This design comes from an exercise in tuning for small area, a short achievable clock period and few clock cycles per item on the open sky130 flow, not from production work.
Only simulation tests tie the RTL to the original design; equivalence was not proved.
Power is estimated from default activity; no workload was simulated.

===== design/flow/run.sh =====
#!/bin/bash
# synth_recipe.tcl (not shown) runs the flow's synth.tcl, then flattens the netlist and writes it again
# the make line also repeats each setting of config.mk as NAME=value (left out here)
make -C /OpenROAD-flow-scripts/flow DESIGN_CONFIG=/design/flow/config.mk WORK_HOME=/design/flow/orfs CLKGATE_MAP_FILE= SYNTH_SCRIPT=/design/flow/synth_recipe.tcl finish

===== design/flow/config.mk =====
export PLATFORM = sky130hd
export DESIGN_NAME = poly_decim4
export DESIGN_NICKNAME = poly_decim4
export VERILOG_FILES = /design/flow/design.v
export SDC_FILE = /design/flow/constraint.sdc
export NUM_CORES = 4
export LEC_CHECK = 0
export CAP_MARGIN = 20
export CORE_MARGIN = 2
export CORE_UTILIZATION = 40
export PLACE_DENSITY = 0.6
export SLEW_MARGIN = 20

===== design/flow/constraint.sdc =====
create_clock -name core_clock -period 10.0 [get_ports {clk}]
set_input_delay 2.0000 -clock core_clock [delete_from_list [all_inputs] [get_ports {clk}]]
set_output_delay 2.0000 -clock core_clock [all_outputs]
set_load 0.01 [all_outputs]

===== design/flow/design.v =====
module poly_decim4 (
    input  wire               clk,
    input  wire               rst,         
    input  wire               in_valid,
    output wire               in_ready,
    input  wire signed [15:0] in_data,
    output reg                out_valid,
    output reg  signed [15:0] out_data
);
    localparam integer NTAPS = 109;
    localparam integer ACC_W = 40;
    function automatic signed [15:0] coef(input [6:0] idx);
        case (idx)
      7'd0: coef = -16'sd6;
      7'd1: coef = -16'sd14;
      7'd2: coef = -16'sd16;
      7'd3: coef = -16'sd11;
      7'd4: coef = 16'sd0;
      7'd5: coef = 16'sd13;
      7'd6: coef = 16'sd23;
      7'd7: coef = 16'sd23;
      7'd8: coef = 16'sd11;
      7'd9: coef = -16'sd10;
      7'd10: coef = -16'sd31;
      7'd11: coef = -16'sd41;
      7'd12: coef = -16'sd32;
      7'd13: coef = -16'sd3;
      7'd14: coef = 16'sd34;
      7'd15: coef = 16'sd63;
      7'd16: coef = 16'sd66;
      7'd17: coef = 16'sd35;
      7'd18: coef = -16'sd22;
      7'd19: coef = -16'sd81;
      7'd20: coef = -16'sd110;
      7'd21: coef = -16'sd88;
      7'd22: coef = -16'sd17;
      7'd23: coef = 16'sd78;
      7'd24: coef = 16'sd152;
      7'd25: coef = 16'sd163;
      7'd26: coef = 16'sd92;
      7'd27: coef = -16'sd39;
      7'd28: coef = -16'sd175;
      7'd29: coef = -16'sd248;
      7'd30: coef = -16'sd208;
      7'd31: coef = -16'sd55;
      7'd32: coef = 16'sd154;
      7'd33: coef = 16'sd322;
      7'd34: coef = 16'sd359;
      7'd35: coef = 16'sd220;
      7'd36: coef = -16'sd56;
      7'd37: coef = -16'sd355;
      7'd38: coef = -16'sd531;
      7'd39: coef = -16'sd471;
      7'd40: coef = -16'sd159;
      7'd41: coef = 16'sd299;
      7'd42: coef = 16'sd703;
      7'd43: coef = 16'sd836;
      7'd44: coef = 16'sd567;
      7'd45: coef = -16'sd68;
      7'd46: coef = -16'sd850;
      7'd47: coef = -16'sd1425;
      7'd48: coef = -16'sd1429;
      7'd49: coef = -16'sd633;
      7'd50: coef = 16'sd949;
      7'd51: coef = 16'sd3029;
      7'd52: coef = 16'sd5114;
      7'd53: coef = 16'sd6652;
      7'd54: coef = 16'sd7222;
      7'd55: coef = 16'sd6652;
      7'd56: coef = 16'sd5114;
      7'd57: coef = 16'sd3029;
      7'd58: coef = 16'sd949;
      7'd59: coef = -16'sd633;
      7'd60: coef = -16'sd1429;
      7'd61: coef = -16'sd1425;
      7'd62: coef = -16'sd850;
      7'd63: coef = -16'sd68;
      7'd64: coef = 16'sd567;
      7'd65: coef = 16'sd836;
      7'd66: coef = 16'sd703;
      7'd67: coef = 16'sd299;
      7'd68: coef = -16'sd159;
      7'd69: coef = -16'sd471;
      7'd70: coef = -16'sd531;
      7'd71: coef = -16'sd355;
      7'd72: coef = -16'sd56;
      7'd73: coef = 16'sd220;
      7'd74: coef = 16'sd359;
      7'd75: coef = 16'sd322;
      7'd76: coef = 16'sd154;
      7'd77: coef = -16'sd55;
      7'd78: coef = -16'sd208;
      7'd79: coef = -16'sd248;
      7'd80: coef = -16'sd175;
      7'd81: coef = -16'sd39;
      7'd82: coef = 16'sd92;
      7'd83: coef = 16'sd163;
      7'd84: coef = 16'sd152;
      7'd85: coef = 16'sd78;
      7'd86: coef = -16'sd17;
      7'd87: coef = -16'sd88;
      7'd88: coef = -16'sd110;
      7'd89: coef = -16'sd81;
      7'd90: coef = -16'sd22;
      7'd91: coef = 16'sd35;
      7'd92: coef = 16'sd66;
      7'd93: coef = 16'sd63;
      7'd94: coef = 16'sd34;
      7'd95: coef = -16'sd3;
      7'd96: coef = -16'sd32;
      7'd97: coef = -16'sd41;
      7'd98: coef = -16'sd31;
      7'd99: coef = -16'sd10;
      7'd100: coef = 16'sd11;
      7'd101: coef = 16'sd23;
      7'd102: coef = 16'sd23;
      7'd103: coef = 16'sd13;
      7'd104: coef = 16'sd0;
      7'd105: coef = -16'sd11;
      7'd106: coef = -16'sd16;
      7'd107: coef = -16'sd14;
      7'd108: coef = -16'sd6;
      default: coef = 16'sd0;
        endcase
    endfunction
    reg signed [15:0] hist [0:NTAPS-1];
    localparam S_IDLE = 2'd0;
    localparam S_MAC  = 2'd1;
    localparam S_OUT  = 2'd2;
    reg [1:0]              state;
    reg [1:0]              phase;      
    reg [6:0]              tap;
    reg signed [ACC_W-1:0] acc;
    assign in_ready = (state == S_IDLE);
    wire accept = in_valid && in_ready;
    wire signed [31:0]      prod    = coef(7'd108 - tap) * hist[NTAPS-1];
    wire signed [ACC_W-1:0] rounded = (acc + (40'sd1 <<< 14)) >>> 15;
    integer i;
    always @(posedge clk) begin
        if (rst) begin
            for (i = 0; i < NTAPS; i = i + 1)
                hist[i] <= 16'sd0;
            state     <= S_IDLE;
            phase     <= 2'd0;
            tap       <= 7'd0;
            acc       <= {ACC_W{1'b0}};
            out_valid <= 1'b0;
            out_data  <= 16'sd0;
        end else begin
            out_valid <= 1'b0;
            case (state)
                S_IDLE: begin
                    if (accept) begin
                        hist[0] <= in_data;
                        for (i = 1; i < NTAPS; i = i + 1)
                            hist[i] <= hist[i-1];
                        phase <= phase + 2'd1;
                        if (phase == 2'd3) begin
                            state <= S_MAC;
                            tap   <= 7'd0;
                            acc   <= {ACC_W{1'b0}};
                        end
                    end
                end
                S_MAC: begin
                    acc <= acc + {{(ACC_W-32){prod[31]}}, prod};
                    hist[0] <= hist[NTAPS-1];
                    for (i = 1; i < NTAPS; i = i + 1)
                        hist[i] <= hist[i-1];
                    if (tap == 7'd108)
                        state <= S_OUT;
                    else
                        tap <= tap + 7'd1;
                end
                S_OUT: begin
                    if (rounded > 40'sd32767)
                        out_data <= 16'sd32767;
                    else if (rounded < -40'sd32768)
                        out_data <= -16'sd32768;
                    else
                        out_data <= rounded[15:0];
                    out_valid <= 1'b1;
                    state     <= S_IDLE;
                end
                default: state <= S_IDLE;
            endcase
        end
    end
endmodule

==> summary.md <==
| Metric | Value |
|---|---|
| Status | finished clean |
| Top_reg_cell synth | dfxtp_1 |
| Share of cells above drive strength 1 | 10.5% |
| CP max-delay cell | fa_1 |
| Reg-to-reg endpoint | acc[33] |
| Vias per inst | 4.88 |
| CP max FO | 15 |
| Relative slew slack | 19.1% |
| Worst hold path class | reg -> reg |
| Root Buffer | clkbuf_16 |
| Largest net degree at the start of global routing | 255 |
| Top-area cell type share of the netlist area | approximately half |
| WHS Path Cells | 2 |
| Cell count after synthesis | 9,599 |
| Final Hold Violating Endpoints | 0 |
| Data required time of the critical path | 10,620 ps |
| WP buf/inv | 15 |
| Cell accounting for the most synthesized area | dfxtp_1 |
| Post-Synth Adder-Cell Area | under 10% |
| Post-CTS Hold Fix Bufs | 0 |
| Nets | ~10,000 |
| Hold WS | 415 ps |
| Final Non-Filler Cells | 12,300 |
| Reg2reg start | tap[1] |
| Synth Warn # | 2 |
| Pwr per Cell Area | 168 mW/mm^2 |
| WL/cell | about 14 microns |
| Slew Viols, Final | 0 |
| Placer Congestion | 0.861 |
| Worst Hold End | hist[94][9] |
| CORE AREA | 0.188 sq mm |
| P_sw | 3.30 mW |
| CTS tree | yes |
| Initial core utilization | 40.2% |
| Fin crit period | 9670 ps |
| Post-route DRC | 0 |
| Rows | 159 |
| CTS sink count | 1,812 |
| Detailed-route via count | 59,800 |
| Clock share of power | a little under half |
| DR pass1 iterations | 8 |
| Setup violators final | 0 |
| Crit path max-delay family | adder cells |
| Number of routed nets with antenna violations | 0 |
| Final Cycle Share | a little over nine tenths |
| Initial detailed-routing violation count | 4,439 |
| Synth top area cells | dfxtp_1 (48%), nand2_1 (18%), a21oi_1 (12%) |
| Die X-Extent | approximately 440 microns |
| Multiplexer share of the synthesized area | 0.114% |
| List of most frequent post-synthesis cells | nand2_1 (3,668), a21oi_1 (1,842), dfxtp_1 (1,812) |
| EDFF count, synth | 0 |
| Largest family of logic cells by synthesized area | simple AND/OR/NAND/NOR gates |
| RSZ-0062 raised after global routing | yes |
| Crit end category | flop |
| IO Pins | 37 |
| Total GRT Usage | 17.1% |
| Post-DP HPWL | 103,000 microns |
| Clock latency on the worst-skew pair | a little over 800 ps |
| R2R cell count | 47 |
| Num CTS Buffers | 185 |
| CP peak stage delay | 560 ps |
| Post-DP Area | 0.0797 sq mm |
| Part of the Yosys area used for sequential elements | between 40% and 50% |
| Post-route cell area | roughly 0.09 sq mm |
| Max Cap Viol | 0 |
| Sw frac | between 20% and 30% |
| Grt ovf | 0 |
| Crit-path most repeated cell | buf_4 |
| F_max | 103 MHz |
| CP arrival | around 10,000 ps |
| Most frequent cell after synthesis | nand2_1 |
| Internal | 11.5 mW |
| #FFs+latches synth | 1,812 |
| Compound-gate portion of the synthesized area | 15.4% |
| Worst Clk Skew | 57.0 ps |
| Syn nets | around 10,000 |
| Dpl cells | 11,800 |
| Mean Syn Cell Area | roughly 7.9 sq um |
| Worst min-delay path startpoint | hist[93][9] |
| Setup crit start kind | flop |
| Post-synthesis xor/xnor area fraction | 1.17% |
| Reg power frac | 48.8% |
| I/O Buffers | 36 |
| Clk buf depth | 3 |
| Synth-to-Final Area Change | 16.7% |
| Worst slew pin tran | 1210 ps |
| Drt total wl | 169,000 microns |
| Max IR drop VDD | 0.140 mV |
| Post-synth ARST share | 0% |
| H-tree level count | 4 |
| Synth Area in Simple Gates | 21.4% |
| Post-Syn Area | ~0.075 sq mm |
| Global-route wire length before repair | 280,000 microns |
| Leak | approximately 31 nW |
| Setup Crit Path Kind | reg -> reg |
| Yosys cell types | 79 |
| Die span in y | 438 microns |
| R2R setup slack | 330 ps |
| Clock slew at reported path FFs | about 60 ps |
| Die area | 0.192 sq mm |
| Initial antenna violation count | 2 |
| Fin util | 47.0% |
| Vias in the first global route | around 55,000 |
| Logic pwr share | 3.3% |
[worst max-delay path by stage]
| stage | from | to | slack (ps) | depth (start not counted) |
|---|---|---|---|---|
| after floorplan | tap[1] | acc[39] | 1 | 46 |
| after global placement | tap[1] | acc[39] | -750 | 41 |
| after detailed placement | tap[1] | acc[39] | -720 | 41 |
| after CTS | tap[1] | acc[39] | -10 | 45 |
| after global routing | tap[1] | acc[36] | -130 | 45 |
| final | tap[1] | acc[33] | 330 | 47 |
[tightest hold or removal path, cell delays in order, from the launching register on]
cell     delay, ps
dfxtp_1        310
nand2_1         50
a21oi_1         50
[cell type report]
cell class,instances,area (sq um)
clock buffer,273,5490
antenna,2,5.00
sequential,1812,36300
clock inverter,64,927
tap,2495,3120
inverter,323,1220
fill,18300,99500
timing repair buffer,505,4460
multi-input combinational,6779,36600
[logic make-up (layout without fill, tap and decap cells)]
kind of cell,after synthesis,count (layout)
compound gates,2179,2179
buf+inv,1008,1165
flops,1812,1812
fa+ha+maj,382,382
other cells,0,2
mux,6,6
xor+xnor,101,101
simple gates,4111,4111
[power by group through the flow]
stage               logic [mW]  registers [mW]  clock network, mW
floorplan                0.356            7.39                  0
global placement         0.483            7.39                  0
detailed placement       0.482            7.40                  0
CTS                      0.486            7.23               7.30
global route             0.548            7.23               7.60
finish                   0.494            7.23               7.08
[layout by cell type, fill, tap and decap left out, types with 18 or more instances in the layout]
master,Yosys,routed
xor2_1,40,38
a21o_1,30,30
xnor2_1,61,56
o211ai_1,29,29
o21ai_1,1,18
inv_2,1,22
clkdlybuf4s50_1,0,35
buf_4,1,401
fa_2,0,25
inv_1,320,297
a22oi_1,22,21
nor2b_1,23,20
nand3_1,35,32
o21ai_0,94,60
buf_6,3,31
buf_12,0,27
a21oi_2,0,24
ha_1,138,115
and2_1,131,122
clkbuf_1,654,35
clkbuf_16,0,188
nand2b_1,20,19
dfxtp_1,1812,1808
clkbuf_8,1,53
nor2_1,159,141
clkinv_2,0,27
fa_1,244,219
nand2_1,3668,3662
a21oi_1,1842,1814
[sequential cells by signal (all words and copies together) (netlist names)]
signal / cells
out_valid: 1
phase: 2
tap: 7
acc: 40
hist: 1744
state: 2
out_data: 16
[timing repair]
item,CTS,global route
resized for setup,78,275
setup endpoints to repair,18,19
pin swaps,25,158
buffers inserted,9,57
cloned,0,4
[per-layer routing]
metal  up-vias  global-route usage, %  wire, microns
li1      30800                      -              -
met1     28100                   23.4          79900
met2       627                   28.0          80200
met3       223                   2.57           5080
met4         0                   4.66           3830
met5         -                      0              0
[per-stage QoR]
step                total power, mW  setup TNS (ps)  setup slack, ps
floorplan                      7.75               0             1.00
global placement               7.88           -7280             -748
detailed placement             7.88           -7980             -716
CTS                            15.0           -17.0            -9.75
global route                   15.4            -536             -126
finish                         14.8               0              325
Testbench counts, summed over its fixed seeds: cycles 233,480, items 2,048.

==> static timing again, ports no longer ideal <==
Ports are ideal in the flow. The routed layout listed here was re-timed in OpenROAD. Step 1 (the two cells are an assumption about what drives the block):
set clk [get_ports {clk}]
set_driving_cell -lib_cell sky130_fd_sc_hd__clkbuf_16 $clk
set_driving_cell -lib_cell sky130_fd_sc_hd__buf_2 [delete_from_list [all_inputs] $clk]
Step 2 times the ports against the registers' clock, not the clock port: input delays grow and output delays shrink by t, the midpoint of the rising clock arrivals with the driver on. a / b / c = ideal ports / drivers / drivers and shift; a / b = the first two.
t (ns): 0.865
slack for setup (ns): 0.325 / 0.325 / 0.325
hold WS [ns]: 0.415 / 0.415 / 0.415
pins driven straight from the clock port: 1
After both steps setup and hold are still met in this run. The setup slack of this run moves by 0.000 ns with the drivers and by 0.000 ns with both steps.
